Context: an optimization exercise on an open-source flow, tuned for small area. The choices shown serve that exercise and are no tape-out recipe.
At most, simulation tests tie the RTL to the original design; equivalence was not proved.

==> inputs of umber <==
==> flow/design.v <==
module pe_core (
    input  wire         clk,
    input  wire         rst,
    input  wire         start,
    input  wire [7:0]   len,
    output wire         busy,
    output wire         done,
    output wire [127:0] out_chars,
    output wire         in_req,
    output wire [7:0]   in_idx,
    input  wire [7:0]   in_data,
    input  wire         in_ack
);
    reg         busy_q, done_q;
    reg [3:0]   stage;
    reg [7:0]   j;
    reg [2:0]   bc;
    reg [7:0]   len_q;
    reg [15:0]  h;
    reg [127:0] r;
    reg         keep_q, cy_q;
    wire st_map  = stage[3] & stage[1];           
    wire st_hash = stage[0];
    wire st_mix  = ~stage[0] & ~st_map;
    wire rd      = busy_q & st_mix & (j < len_q);
    wire en      = busy_q & ~(rd & ~in_ack);
    wire r0      = r[0];
    wire clr     = (stage == 4'd0) & (j[7:4] == 4'd0);
    wire mix_bit = (r0 & ~clr) ^ (rd & in_data[bc]);
    wire crc     = st_hash & ~j[4];
    wire win     = st_hash & j[4] & (j[3:1] == ~j[7:5]);
    wire fb      = (h[0] ^ r0) & crc;
    wire h_in    = clr ? (~j[0] & ~bc[1] & ~bc[0]) : (h[0] ^ (crc & r0));
    wire keep_c  = r[6] & (r[4:0] != 5'd0) & (r[4:0] <= 5'd26);
    wire keep    = (bc == 3'd0) ? keep_c : keep_q;
    wire cin     = (bc == 3'd0) ? 1'b1 : cy_q;
    wire rep_bit = bc[2] ? ((bc[1:0] == 2'd0) ? cin : (bc[1:0] != 2'd3)) : (r[4] ^ cin);
    wire map_bit = keep ? (r0 & (bc != 3'd7)) : rep_bit;
    wire nb      = st_map ? map_bit : win ? h[8] : st_mix ? mix_bit : r0;
    always @(posedge clk) begin
        keep_q <= keep;
        cy_q   <= r[4] & cin;
    end
    always @(posedge clk) begin
        if (rst) begin
            busy_q <= 1'b0;
            done_q <= 1'b0;
        end else if (!busy_q) begin
            if (start) begin
                busy_q <= 1'b1;
                done_q <= 1'b0;
                {stage, j, bc} <= 15'd0;
                len_q  <= len;
            end
        end else if (en) begin
            r <= {nb, r[127:1]};
            h <= {h_in, h[15], h[14] ^ fb, h[13:2], h[1] ^ fb};
            {stage, j, bc} <= {stage, j, bc} + 15'd1;
            if (st_map && (&{j, bc})) begin
                busy_q <= 1'b0;
                done_q <= 1'b1;
            end
        end
    end
    assign busy   = busy_q;
    assign done   = done_q;
    assign in_req = rd;
    assign in_idx = j;
    genvar g;
    generate
        for (g = 0; g < 16; g = g + 1) begin : g_out
            assign out_chars[8*g +: 8] = {1'b0, r[8*(15-g) +: 7]};
        end
    endgenerate
endmodule
==> flow/flow/run.sh <==
#!/bin/bash
# Standard synthesis and layout; port buffers use the smallest buffer cell;
# clock tree without dummy loads and with larger sink clusters.
set -euo pipefail
export BUFFER_PORTS_ARGS="-buffer_cell sky130_fd_sc_hd__buf_1"
export CTS_ARGS="-sink_clustering_enable -repair_clock_nets -dont_use_dummy_load -sink_clustering_size 20 -sink_clustering_max_diameter 80 -buf_list sky130_fd_sc_hd__clkbuf_8"
bash standard.sh "BUFFER_PORTS_ARGS=$BUFFER_PORTS_ARGS" "CTS_ARGS=$CTS_ARGS" finish > standard_flow.log 2>&1
==> flow/standard.sh <==
#!/bin/bash
# synth_recipe.tcl (not shown) runs the flow's synth.tcl, then flattens the netlist and writes it again
# the make line also repeats each setting of config.mk as NAME=value (left out here)
make -C /OpenROAD-flow-scripts/flow DESIGN_CONFIG=/design/flow/config.mk WORK_HOME=/design/flow/orfs CLKGATE_MAP_FILE= SYNTH_SCRIPT=/design/flow/synth_recipe.tcl "${@:-finish}"
==> flow/config.mk <==
export PLATFORM = sky130hd
export DESIGN_NAME = pe_core
export DESIGN_NICKNAME = pe_core
export VERILOG_FILES = /design/flow/design.v
export SDC_FILE = /design/flow/constraint.sdc
export NUM_CORES = 4
export LEC_CHECK = 0
export CAP_MARGIN = 20
export CORE_MARGIN = 2
export CORE_UTILIZATION = 40
export SLEW_MARGIN = 20
==> flow/constraint.sdc <==
create_clock -name core_clock -period 10.0 [get_ports {clk}]
set_input_delay 2.0000 -clock core_clock [delete_from_list [all_inputs] [get_ports {clk}]]
set_output_delay 2.0000 -clock core_clock [all_outputs]
set_load 0.01 [all_outputs]
==> maple (differences from umber) <==
==> flow/design.v, changed modules only <==
module pe_core (
    input  wire         clk,
    input  wire         rst,
    input  wire         start,
    input  wire [7:0]   len,
    output wire         busy,
    output wire         done,
    output wire [127:0] out_chars,
    output wire         in_req,
    output wire [7:0]   in_idx,
    input  wire [7:0]   in_data,
    input  wire         in_ack
);
    localparam [1:0] PH_MIX = 2'd0, PH_HASH = 2'd1, PH_MAP = 2'd2;
    reg         busy_q, done_q;
    reg [1:0]   ph;
    reg [2:0]   rnd;
    reg [7:0]   j;         
    reg [2:0]   bc;        
    reg [7:0]   len_q;
    reg [15:0]  h;
    reg [127:0] r;
    reg         keep_q, cy_q;
    wire rd      = busy_q & (ph == PH_MIX) & (j < len_q);
    wire en      = busy_q & ~(rd & ~in_ack);
    wire lap_end = (&j[3:0]) & (&bc);
    wire r0      = r[0];
    wire clr     = (rnd == 3'd0) & (j[7:4] == 4'd0);
    wire mix_bit = (r0 & ~clr) ^ (rd & in_data[bc]);
    wire hlap    = ~j[4];
    wire win     = (j[3:1] == ~j[7:5]);
    wire hash_bit = (~hlap & win) ? h[8] : r0;
    wire crc     = (ph == PH_HASH) & hlap;
    wire fb      = (h[0] ^ r0) & crc;
    wire h_in    = (clr & (ph == PH_MIX)) ? (~j[0] & ~bc[1] & ~bc[0]) : (h[0] ^ (crc & r0));
    wire keep_c  = r[6] & (r[4:0] != 5'd0) & (r[4:0] <= 5'd26);
    wire keep    = (bc == 3'd0) ? keep_c : keep_q;
    wire cin     = (bc == 3'd0) ? 1'b1 : cy_q;
    wire rep_bit = bc[2] ? ((bc[1:0] == 2'd0) ? cin : (bc[1:0] != 2'd3)) : (r[4] ^ cin);
    wire map_bit = keep ? (r0 & (bc != 3'd7)) : rep_bit;
    reg nb;
    always @(*) begin
        case (ph)
            PH_MIX:  nb = mix_bit;
            PH_HASH: nb = hash_bit;
            default: nb = map_bit;
        endcase
    end
    always @(posedge clk) begin
        if (rst) begin
            busy_q <= 1'b0;
            done_q <= 1'b0;
        end else if (!busy_q) begin
            if (start) begin
                busy_q <= 1'b1;
                done_q <= 1'b0;
                ph     <= PH_MIX;
                rnd    <= 3'd0;
                j      <= 8'd0;
                bc     <= 3'd0;
                len_q  <= len;
            end
        end else if (en) begin
            r      <= {nb, r[127:1]};
            {j, bc} <= {j, bc} + 11'd1;
            keep_q <= keep;
            h      <= {h_in, h[15], h[14] ^ fb, h[13:2], h[1] ^ fb};
            if (!bc[2]) cy_q <= r[4] & cin;
            case (ph)
                PH_MIX: begin
                    if (lap_end && !rd) begin
                        ph     <= PH_HASH;
                        j[7:4] <= 4'd0;
                    end
                end
                PH_HASH: begin
                    if (lap_end && (&j[7:4])) begin
                        if (rnd == 3'd4) begin
                            ph <= PH_MAP;
                        end else begin
                            rnd <= rnd + 3'd1;
                            ph  <= PH_MIX;
                        end
                    end
                end
                default: begin
                    if (lap_end) begin
                        busy_q <= 1'b0;
                        done_q <= 1'b1;
                    end
                end
            endcase
        end
    end
    assign busy   = busy_q;
    assign done   = done_q;
    assign in_req = rd;
    assign in_idx = j;
    genvar g;
    generate
        for (g = 0; g < 16; g = g + 1) begin : g_out
            assign out_chars[8*g +: 8] = {1'b0, r[8*(15-g) +: 7]};
        end
    endgenerate
endmodule
==> flow/flow/run.sh (replaced) <==
#!/bin/bash
# Standard synthesis and layout; port buffers use the smallest buffer cell.
set -euo pipefail
export BUFFER_PORTS_ARGS="-buffer_cell sky130_fd_sc_hd__buf_1"
bash standard.sh "BUFFER_PORTS_ARGS=$BUFFER_PORTS_ARGS" finish > standard_flow.log 2>&1
==> out/results.ini <==
[run_status]
status=timing/DRC/antenna clean

[synthesis]
synth_seq_cells=172
synthXorXnorAreaFrac_pct=1.85

[place]
place_congestion=0.843

[detailed_routing]
avgViaCountPerCell=4.60

-- figures above: maple

==> out/results.ini <==
[critical_path]
r2r_end=h[5]

[synthesis]
synthXorXnorAreaFrac_pct=2.25
synth_seq_cells=171

[detailed_routing]
avgViaCountPerCell=4.50

[place]
place_congestion=0.782

[run_status]
status=timing/DRC/antenna clean

[clock_network]
cts_hold_buf=0

[die]
n_tap_cell=225

[finish]
clkCellAreaFrac_pct=3.27

-- figures above: umber

Only the layout flow was run in maple; the RTL was not checked for function there.

==> afterwards: timing with drivers on the ports <==
The results above use ideal ports. As a check the final layouts listed here were re-extracted and re-timed, cells and wires unchanged. Step 1 sets driving cells, clkbuf_16 on the clock port and buf_2 on the other inputs (assumed; they add their load-dependent delay and slew). Step 2 also shifts input and output timing later by t, the mid clock arrival at the registers, as if the neighbouring blocks saw the same clock. Three values: ideal ports, drivers, drivers and shift; two values: the first two.
run	shift t [ns]	setup slack, ns	worst setup path after step 2
umber	0.462	5.772 / 5.735 / 5.669	input to register
maple	0.452	5.804 / 5.764 / 5.516	input to register
After both steps every run listed still meets setup and hold. The setup slack of maple, which loses most, moves by -0.040 ns with the drivers and by -0.288 ns with both steps.
